Background: an optimization exercise with open tools, aiming at small area, a short achievable clock period and few clock cycles. Do not read the settings as production practice. No run shown here included a check of the RTL's function; only the layout flow was run. Power figures rest on the tool's default switching activity, not on a simulated workload.

==> flow/design.v, too long to show whole: its modules and the start of the top module <==
// module pfpp_engine: 1040 lines
module pfpp_engine (
    input  wire         clk,
    input  wire         rst,
    input  wire         cmd_valid,
    input  wire [63:0]  cmd_word,
    output wire         busy,
    output reg  [3:0]   err,
    output wire [31:0]  result,
    output reg  [127:0] dirty,
    input  wire         cfg_coalesce,
    input  wire [31:0]  cfg_opc,        
    input  wire [15:0]  cfg_nopb,       
    input  wire [2:0]   cfg_rowlen,
    input  wire [2:0]   cfg_endlen,
    input  wire [12:0]  cfg_src_len,    
    input  wire [8:0]   cfg_pal_len,    
    output wire [6:0]   fb_addr,
    output wire         fb_we,
    output wire [127:0] fb_wdata,
    input  wire [127:0] fb_rdata,
    output wire [11:0]  src_addr,
    input  wire [7:0]   src_rdata,
    output wire [7:0]   pal_addr,
    input  wire [23:0]  pal_rdata,
    output reg          bus_req,
    output reg  [1:0]   bus_kind,
    output reg  [7:0]   bus_byte,
    input  wire         bus_done,
    input  wire         bus_err
);
  // ...
==> flow/run.sh <==
#!/bin/bash
# synth_recipe.tcl (not shown) runs the flow's synth.tcl, then flattens the netlist and writes it again
# the make line also repeats each setting of config.mk as NAME=value (left out here)
make -C /OpenROAD-flow-scripts/flow DESIGN_CONFIG=/design/flow/config.mk WORK_HOME=/design/flow/orfs CLKGATE_MAP_FILE= SYNTH_SCRIPT=/design/flow/synth_recipe.tcl finish
==> flow/config.mk <==
export PLATFORM = sky130hd
export DESIGN_NAME = pfpp_engine
export DESIGN_NICKNAME = pfpp_engine
export VERILOG_FILES = /design/flow/design.v
export SDC_FILE = /design/flow/constraint.sdc
export NUM_CORES = 4
export LEC_CHECK = 0
export CAP_MARGIN = 20
export CORE_MARGIN = 2
export CORE_UTILIZATION = 40
export SETUP_SLACK_MARGIN = 5
export SLEW_MARGIN = 20
==> flow/constraint.sdc <==
create_clock -name core_clock -period 10.0 [get_ports {clk}]
set_input_delay 2.0000 -clock core_clock [delete_from_list [all_inputs] [get_ports {clk}]]
set_output_delay 2.0000 -clock core_clock [all_outputs]
set_load 0.01 [all_outputs]
==> results_tabular.tex, run 1 <==
\begin{tabular}{lr}
\hline
Metric & Value \\
\hline
\multicolumn{2}{l}{\textbf{Outcome}} \\
\quad Outcome & finished clean \\
\multicolumn{2}{l}{\textbf{Yosys}} \\
\quad Post-Synthesis Cell Area & 34900 sq um \\
\quad Synth Warn \# & 1 \\
\quad Compound-cell area share of the yosys netlist & 0.166 \\
\quad Mean Syn Cell Area & 9.28 sq um \\
\quad Flip-flop cell with the highest count after synthesis & sky130\_fd\_sc\_hd\_\_dfxtp\_1 \\
\quad Part of the Yosys area used for sequential elements & 0.362 \\
\quad Instance count of the mapped netlist & $\sim$3800 \\
\multicolumn{2}{l}{\textbf{Placed design}} \\
\quad Placement Cell Area & between 40000 and 50000 sq um \\
\quad PortBufs & 620 \\
\multicolumn{2}{l}{\textbf{Setup path}} \\
\quad Total number of cells along the worst setup path & 20 \\
\quad Crit path arrival time & $\sim$5.0 ns \\
\quad Timing startpoint of the critical path & rend[0] \\
\quad Largest stage delay on the critical path & 0.53 ns \\
\multicolumn{2}{l}{\textbf{Cells and area}} \\
\quad Final core utilization & 0.507 \\
\quad Fraction of area in non-clock buffers & 0.150 \\
\quad Inserted Diodes & 11 \\
\quad Inverters excl. clock & between 200 and 250 \\
\quad Multi-input gate share of total cell area & 0.464 \\
\quad Most frequent cells in the layout & sky130\_fd\_sc\_hd\_\_clkdlybuf4s50\_1, sky130\_fd\_sc\_hd\_\_nor2\_1, sky130\_fd\_sc\_hd\_\_o21ai\_0 \\
\quad Proportion of cell area occupied by registers & 0.288 \\
\multicolumn{2}{l}{\textbf{Routing}} \\
\quad Vias after detailed routing & between 30000 and 40000 \\
\quad Met3 Routed Length & $\sim$11 mm \\
\multicolumn{2}{l}{\textbf{Timing}} \\
\quad PnR worst setup slack & around 5.4 ns \\
\quad Setup clock skew after layout & approximately 0.021 ns \\
\quad Final-report hold violation count & 0 \\
\quad Worst Hold Slack & about 0.44 ns \\
\quad Worst Max-Slew Pin Slew & 1.13 ns \\
\quad Highest clock frequency the design can meet & 0.217 GHz \\
\multicolumn{2}{l}{\textbf{Pwr}} \\
\quad Overall power & a little under 7000 uW \\
\quad Share of total power in combinational logic & 0.306 \\
\quad Sequential share of power & 0.375 \\
\multicolumn{2}{l}{\textbf{Global route}} \\
\quad Initial antenna violation count & 22 \\
\quad GRT Overall Usage & 0.299 \\
\quad GRT met2 Usage & 0.485 \\
\quad Wire length of the first global-routing pass & 204 mm \\
\quad Global Route met1 Usage & 0.405 \\
\multicolumn{2}{l}{\textbf{Clock network}} \\
\quad Number of CTS-inserted buffers & 59 \\
\quad Clock root buffer & sky130\_fd\_sc\_hd\_\_clkbuf\_16 \\
\quad Maximum root-to-sink buffer count & 3 \\
\multicolumn{2}{l}{\textbf{Die}} \\
\quad Placement Rows & 108 \\
\quad Die height & 299 um \\
\multicolumn{2}{l}{\textbf{Run}} \\
\quad Reported max-cap violation count & 0 \\
\hline
\end{tabular}
==> run 2, diff against run 1 <==
--- a/flow/design.v
+++ b/flow/design.v
@@ -59,25 +59,25 @@
     reg [3:0]   code;          
     reg         fst, bz;       
     reg [3:0]   op;
     reg         col;
     reg [2:0]   fl;            
     reg [7:0]   xl, xr;        
     reg [7:0]   rrow;          
     reg [7:0]   rend;          
-    reg [23:0]  fe;            
+    reg [24:0]  fe;            
     reg         gA, gB, gC, gD;
     reg [6:0]   fa_r;
     reg         we_r;
     reg [127:0] rb;
     reg         isrd, rdv, full, zap;
     reg [6:0]   wrow;
     reg         v1, v2, v3, v4, v5, v6;
-    reg         pcr, pbad;     
+    reg         pcr, pbad, palerr, rbad;     
     reg [2:0]   boff_d;
     reg [7:0]   pa_r;
     reg [23:0]  palreg;
     reg [23:0]  ma, mb;
     reg         mnz;
     reg [15:0]  res;
     reg [2:0]   ph;
     reg [1:0]   tt;
@@ -679,17 +679,17 @@
             pa6[k] = pa5[2*k] | pa5[2*k+1];
             pi6[6*k +: 6] = pa5[2*k] ? {1'b0, pi5[10*k +: 5]} : {1'b1, pi5[10*k+5 +: 5]};
         end
         pany = pa6[0] | pa6[1];
         pe   = pa6[0] ? {1'b0, pi6[5:0]} : {1'b1, pi6[11:6]};
     end
     wire isblit  = (op == OP_BLIT);
     wire israst  = (op == OP_POINT) || (op == OP_HLINE) || (op == OP_VLINE) || (op == OP_FILL);
-    wire gE      = |fe;
+    wire gE      = |fe[23:0];
     wire gfl     = |fl;
     reg  rsvd_bad;
     always @(*) begin
         case (op)
             OP_NOP, OP_CLEAR, OP_FLUSH: rsvd_bad = gE | gD | gC | gB | gA | gfl | col;
             OP_POINT:                   rsvd_bad = gE | gD | gC | gfl;
             OP_HLINE, OP_VLINE:         rsvd_bad = gE | gD | gfl;
             OP_FILL:                    rsvd_bad = gE | gfl;
@@ -697,23 +697,21 @@
             OP_QUANT:                   rsvd_bad = gD | gC | gB | gA | gfl | col;
             default:                    rsvd_bad = gE | gD | gC | gB | gfl | col;
         endcase
     end
     wire rast_bad  = (xl > xr) || xr[7] || xl[7] || (rrow > rend) || rend[7] || rrow[7];
     wire blit_bad  = xl[7] || rrow[7] || (({1'b0, xl} + {1'b0, rend}) > 9'd128);
     wire bounds_bad = (israst && rast_bad) || (isblit && blit_bad) || ((op == OP_GLA) && xl[7]);
     wire align_bad = isblit && bpp8 && (fe[2:0] != 3'd0);
-    wire [16:0] blit_end = {2'b0, fe[14:0]} + (bpp8 ? {6'd0, rend, 3'd0} : {9'd0, rend});
-    wire range_bad = isblit && ((|fe[23:15]) || (blit_end > {1'b0, cfg_src_len, 3'd0}));
+    wire rng_bad = (fe > {9'd0, cfg_src_len, 3'd0});
     wire [3:0] ccode = (op > OP_XFORM) ? E_ILLEGAL :
                        rsvd_bad        ? E_RSVD :
                        bounds_bad      ? E_BOUNDS :
-                       align_bad       ? E_ALIGN :
-                       range_bad       ? E_SRCRANGE : E_OK;
+                       align_bad       ? E_ALIGN : E_OK;
     wire [2:0] bsel = srclsb ? boff_d : ~boff_d;
     wire [7:0] idx  = bpp8 ? src_rdata : {7'd0, src_rdata[bsel]};
     wire       pal_bad = {1'b0, pa_r} >= cfg_pal_len;
     always @(posedge clk) begin
         for (c = 0; c < 128; c = c + 1)
             rb[c] <= m[c] ? colv : (rdv ? fb_rdata[c] : rb[c]);
     end
     always @(posedge clk) begin
@@ -797,17 +795,17 @@
                         rrow <= cmd_word[23:16];
                         fa_r <= cmd_word[22:16];
                     end
                     case (cmd_word[3:0])
                         OP_POINT: rend <= cmd_word[23:16];
                         OP_FILL:  rend <= cmd_word[39:32];
                         default:  rend <= cmd_word[31:24];
                     endcase
-                    fe   <= cmd_word[63:40];
+                    fe   <= {1'b0, cmd_word[63:40]};
                     gA   <= |cmd_word[15:8];
                     gB   <= |cmd_word[23:16];
                     gC   <= |cmd_word[31:24];
                     gD   <= |cmd_word[39:32];
                     isrd <= 1'b1;
                     rdv  <= 1'b0;
                     full <= 1'b0;
                     we_r <= 1'b0;
@@ -845,19 +843,22 @@
                             OP_POINT, OP_HLINE, OP_VLINE, OP_FILL: begin
                                 wrow <= rrow[6:0];
                                 if (!rdone) begin
                                     rrow <= rrow_i; fa_r <= rrow_i[6:0]; isrd <= 1'b1;
                                 end
                                 state <= S_RAST;
                             end
                             OP_BLIT: begin
-                                v1   <= 1'b1;
-                                fe   <= fe + (bpp8 ? 24'd8 : 24'd1);
-                                rend <= rend - 8'd1;
+                                palerr <= 1'b0;
+                                if (rend != 8'd0) begin
+                                    v1   <= 1'b1;
+                                    fe   <= fe + (bpp8 ? 25'd8 : 25'd1);
+                                    rend <= rend - 8'd1;
+                                end
                                 state <= S_BLIT;
                             end
                             OP_QUANT: state <= S_QNT;
                             OP_GLA: begin
                                 if (xl[7]) begin
                                     err <= E_BOUNDS;
                                 end else begin
                                     res <= {8'd0, rev8(xl + 8'd1)};
@@ -898,34 +899,38 @@
                     end else begin
                         we_r <= 1'b0; isrd <= 1'b0;
                     end
                 end
                 state[I_BLIT]: begin
                     fst <= 1'b0;
                     if (rend != 8'd0) begin
                         v1   <= 1'b1;
-                        fe   <= fe + (bpp8 ? 24'd8 : 24'd1);
+                        fe   <= fe + (bpp8 ? 25'd8 : 25'd1);
                         rend <= rend - 8'd1;
                     end else begin
                         v1 <= 1'b0;
                     end
                     if (v6) begin
                         xl <= xl + 8'd1;
                         xr <= xl + 8'd1;
                     end
+                    rbad   <= rng_bad;
+                    palerr <= palerr | pbad;
                     if (fst && (code != E_OK || bz)) begin
                         v1 <= 1'b0; v2 <= 1'b0; v3 <= 1'b0; v4 <= 1'b0; v5 <= 1'b0; v6 <= 1'b0;
-                        err <= code; state <= S_IDLE; busy_r <= 1'b0;
+                        err <= (code != E_OK) ? code : (rng_bad ? E_SRCRANGE : E_OK);
+                        state <= S_IDLE; busy_r <= 1'b0;
                     end else if (we_r) begin
                         we_r <= 1'b0;
                         err <= E_OK; state <= S_IDLE; busy_r <= 1'b0;
-                    end else if (pbad) begin
+                    end else if (v3 && !v2 && (rbad || palerr || pbad)) begin
                         v1 <= 1'b0; v2 <= 1'b0; v3 <= 1'b0; v4 <= 1'b0; v5 <= 1'b0; v6 <= 1'b0;
-                        err <= E_PALRANGE; state <= S_IDLE; busy_r <= 1'b0;
+                        err <= rbad ? E_SRCRANGE : E_PALRANGE;
+                        state <= S_IDLE; busy_r <= 1'b0;
                     end else if (v6 && !v5) begin
                         we_r <= 1'b1;
                     end
                 end
                 state[I_CLRW]: begin
                     fa_r <= fa_r + 7'd1;
                     if (fa_r == 7'd127) begin
                         we_r <= 1'b0;
==> results_tabular.tex, run 2 <==
\begin{tabular}{lr}
\hline
Metric & Value \\
\hline
\multicolumn{2}{l}{\textbf{Global route}} \\
\quad Wire length of the first global-routing pass & 204 mm (+0.31\%) \\
\quad Initial antenna violation count & 7 (-68\%) \\
\quad GRT Overall Usage & 0.302 (+0.00335) \\
\quad Pin count of the biggest net entering global routing & around 130 \\
\quad Residual overflow from global routing & 0 \\
\quad Vias in the first global route & 30600 \\
\multicolumn{2}{l}{\textbf{Timing}} \\
\quad Setup clock skew after layout & 0.0229 ns (+0.00164 ns) \\
\quad Number of setup violations in the final report & 0 \\
\quad Final-report hold violation count & 0 (unchanged) \\
\quad Setup repair after global routing missed its margin & no \\
\quad Time the worst path needs with I/O delays and setup & 4.24 ns \\
\quad Highest clock frequency the design can meet & 0.236 GHz (+8.6\%) \\
\quad Final total negative setup slack & 0 ns \\
\quad Worst Max-Slew Pin Slew & 1.17 ns (+0.0394 ns) \\
\quad Final slew viol count & 0 \\
\quad Part of the cycle the worst path needs & 0.424 \\
\quad Worst slew margin relative to its limit & 0.213 \\
\multicolumn{2}{l}{\textbf{Setup path}} \\
\quad Worst reg2reg path startpoint & fe[2] \\
\quad Data required time at the worst endpoint & 10.28 ns \\
\quad Maximum fanout count along the critical path & 14 \\
\quad End of the worst register-to-register path & xr[2] \\
\quad Worst path cell trace & clkdlybuf4s50\_1 -> nor2\_1 -> a21oi\_1 -> nor2\_1 -> nor2\_1 -> nor3\_1 -> a21oi\_1 -> a21oi\_1 \\
\quad Reg2reg setup slack & roughly 5.9 ns \\
\quad Nature of the critical path startpoint & input pin \\
\quad Kind of critical path & in -> reg \\
\quad Category of cells accounting for the largest share of critical-path delay & compound AO/OA/AOI/OAI gates \\
\quad Kind of capture point of the worst setup path & register \\
\quad Depth of the worst register-to-register path & 8 \\
\quad Crit path arrival time & 4.52 ns (-0.48 ns) \\
\quad Buffers and inverters on the worst path & 1 \\
\quad Cell with the biggest individual delay on the critical path & sky130\_fd\_sc\_hd\_\_clkdlybuf4s50\_1 \\
\quad Largest stage delay on the critical path & 0.70 ns (+0.17 ns) \\
\multicolumn{2}{l}{\textbf{Routing}} \\
\quad DR WL/cell & 25.5 um \\
\quad Vias per cell & a little under 6 \\
\quad Remaining number of nets flagged by the antenna check after routing & 0 \\
\quad Vias after detailed routing & 31700 (-1.1\%) \\
\quad DR DRC count & 0 \\
\quad Final Routed Wirelength & roughly 140 mm \\
\quad Number of DRC violations after detailed-routing iteration 0 & 3008 \\
\quad First-pass iteration count of the detailed router & 5 \\
\multicolumn{2}{l}{\textbf{Yosys}} \\
\quad Cell type contributing the most total cell area after synthesis & sky130\_fd\_sc\_hd\_\_edfxtp\_1 \\
\quad Netlist cell types & 94 \\
\quad Area share of the leading cell type in the synthesized netlist & 0.217 \\
\quad EDFF count, synth & 251 \\
\quad Part of the Yosys area used for sequential elements & 0.367 (+0.00418) \\
\quad Cells taking the most area after synthesis & sky130\_fd\_sc\_hd\_\_edfxtp\_1, sky130\_fd\_sc\_hd\_\_dfxtp\_1, sky130\_fd\_sc\_hd\_\_fa\_1 \\
\quad Most numerous cell types in the synthesized netlist & sky130\_fd\_sc\_hd\_\_nor2\_1, sky130\_fd\_sc\_hd\_\_o21ai\_0, sky130\_fd\_sc\_hd\_\_dfxtp\_1, sky130\_fd\_sc\_hd\_\_nand2\_1, sky130\_fd\_sc\_hd\_\_edfxtp\_1 \\
\quad Async set-or-reset flop fraction in the synthesized netlist & 0 \\
\quad Mean Syn Cell Area & 9.24 sq um (-0.38\%) \\
\quad Flip-flop cell with the highest count after synthesis & sky130\_fd\_sc\_hd\_\_dfxtp\_1 \\
\quad Most frequent cell after synthesis & sky130\_fd\_sc\_hd\_\_nor2\_1 \\
\quad Instance count of the mapped netlist & 3755 (-0.053\%) \\
\quad Post-Synthesis Cell Area & 34700 sq um (-0.43\%) \\
\quad Yosys reg bits & 510 \\
\quad Synth Warn \# & 1 (unchanged) \\
\multicolumn{2}{l}{\textbf{Die}} \\
\quad Starting Density & 0.402 \\
\quad Placement Rows & 108 (unchanged) \\
\quad Die height & 299 um (-0.22\%) \\
\quad Core ar. & about 86000 sq um \\
\quad Floorplan die width & $\sim$300 um \\
\quad Area enclosed by the die boundary & approximately 89000 sq um \\
\quad I/O Pins & around 640 \\
\multicolumn{2}{l}{\textbf{Pwr}} \\
\quad Max IR drop VDD & about 0.00015 V \\
\quad Power density cells & between 150 and 200 nW/um\^{}2 \\
\quad Cell leakage power & between 0.015 and 0.02 uW \\
\multicolumn{2}{l}{\textbf{Cells and area}} \\
\quad Post-layout nets & 4767 \\
\quad Synth-to-Final Area Change & 26.1\% \\
\quad Most frequent cells in the layout & sky130\_fd\_sc\_hd\_\_clkdlybuf4s50\_1, sky130\_fd\_sc\_hd\_\_nor2\_1, sky130\_fd\_sc\_hd\_\_o21ai\_0 \\
\quad Share of cells above drive strength 1 & 0.0997 \\
\quad Leading registers by flop count & dirty x128, rb x128, fe x25 \\
\quad Most common library cell in the layout ignoring fill and taps & sky130\_fd\_sc\_hd\_\_clkdlybuf4s50\_1 \\
\quad Final core utilization & 0.507 (about the same) \\
\multicolumn{2}{l}{\textbf{Clock network}} \\
\quad Clock insertion delay at the later pin of the skew report & 0.65 ns \\
\quad Maximum root-to-sink buffer count & 3 (unchanged) \\
\quad Maximum level of the CTS H-tree & 2 \\
\quad Resized cells post-CTS & 0 \\
\quad Clock Pin Slew Worst Setup and Hold Paths & 0.06 ns \\
\quad Number of hold-repair buffers added at the cts stage & 0 \\
\quad Number of CTS-inserted buffers & 61 (+3.4\%) \\
\quad Clock tree from TritonCTS & done \\
\quad Buffer count from post-CTS setup fixing & 0 \\
\quad Sink count of the clock tree & 510 \\
\quad Clock root buffer & sky130\_fd\_sc\_hd\_\_clkbuf\_16 \\
\multicolumn{2}{l}{\textbf{Min path}} \\
\quad Worst hold path stage count & 1 \\
\quad Worst Hold End & v5 \\
\quad Hold Crit Class & reg -> reg \\
\quad Hold Path Origin & v4 \\
\multicolumn{2}{l}{\textbf{Placed design}} \\
\quad PortBufs & 620 (unchanged) \\
\quad DP HPWL & about 110 mm \\
\quad Placer congestion estimate & about 0.96 \\
\multicolumn{2}{l}{\textbf{Outcome}} \\
\quad Outcome & finished clean \\
\multicolumn{2}{l}{\textbf{Run}} \\
\quad Reported max-cap violation count & 0 (unchanged) \\
\hline
\end{tabular}
[run 2: cell count changes in the layout (fill, tap and decap cells not counted), sizes merged, moves of 10 or more]
| cell | delta |
|---|---|
| o221ai | +10 |
| a221oi | -49 |
| a221o | -10 |
| a21oi | -14 |
| nor2 | +25 |
| or3 | +30 |
| or2 | +13 |
| o22ai | +49 |
| nand2b | -42 |
| ha | -11 |
| nor4 | -10 |
[run 2: cell type report]
class                      instances  area, sq um
clock buffer                      87         1810
fill                            8046        42600
timing repair buffer             669         6590
inverter                         238          893
sequential                       510        12700
multi-input combinational       2763        20100
antenna                            2         5.00
tap                             1155         1450
clock inverter                    28          224
[run 2: kinds of logic after synthesis]
family,Yosys count,share of synthesized area
adders and majority gates,219,0.105
muxes,345,0.115
xor gates and xnor gates,101,0.0255
DFF,510,0.367
other,1,0.000108
and+or+nand+nor,1191,0.166
AOI/OAI and AO/OA,890,0.164
buffers and inverters,498,0.0583
[run 2: how the worst max path moves through the flow]
stage	end	depth (start not counted)	from	slack [ns]
floorplan	fe[0]	4	rst	5.64
global placement	bus_byte[2]	5	bus_done	5.26
detailed placement	rrow[3]	8	bus_err	5.17
CTS	dirty[46]	9	state[2]	5.65
global route	rrow[7]	8	bus_err	5.55
finish	rrow[0]	8	bus_err	5.76
[run 2: per-layer routing]
metal / global-route usage / vias up / part of all wire
met1: 0.404 / 15600 / 0.42
met4: 0.113 / 10 / 0.043
met5: 0 / - / 0.00046
met3: 0.0532 / 281 / 0.074
met2: 0.489 / 1402 / 0.47
li1: - / 14500 / -
[run 2: where the power goes]
| group | internal (uW) | total [uW] | leakage [uW] | switching (uW) |
|---|---|---|---|---|
| Sequential | 2400 | 2570 | 0.00443 | 175 |
| Clock | 1330 | 2300 | 0.00100 | 964 |
| Combinational | 868 | 1950 | 0.0112 | 1080 |
| Total | 4600 | 6820 | 0.0166 | 2220 |
[run 2: stage by stage]
step                      instances  cell area (sq um)  setup WS, ns  total power, uW  hold WS, ns
after global routing           5452              43800          5.55             7250        0.457
after detailed placement       5334              41700          5.17             4590        0.416
after global placement         5333              41700          5.26             4550        0.410
after CTS                      5449              43700          5.65             6880        0.432
final                          5452              43800          5.76             6820        0.429
after floorplan                3771              34800          5.64             3870        0.378

## static timing again, ports no longer ideal
The flow's constraints put no driver on any port. The routed layouts listed below were extracted and timed again, unchanged, in two steps. Step 1 (the two cells are an assumption about what drives the block):
set clk [get_ports {clk}]
set_driving_cell -lib_cell sky130_fd_sc_hd__clkbuf_16 $clk
set_driving_cell -lib_cell sky130_fd_sc_hd__buf_2 [delete_from_list [all_inputs] $clk]
Step 2 moves the port delays by t, midway between the first and last clock arrival at a register: inputs arrive t later, outputs are due t later. That takes back most of the time a late clock gives input paths. Three values: ideal ports, drivers, drivers and shift; two values: the first two.
run	t (ns)	setup slack, ns	worst setup path at the end	clock arrival spread, ns
run 1	0.706	5.401 / 5.401 / 5.068	input to register	0.029 / 0.029
run 2	0.709	5.763 / 5.808 / 5.099	input to register	0.026 / 0.026
After both steps setup and hold are still met in every run listed. The setup slack of run 2, which loses most, moves by +0.045 ns with the drivers and by -0.664 ns with both steps.
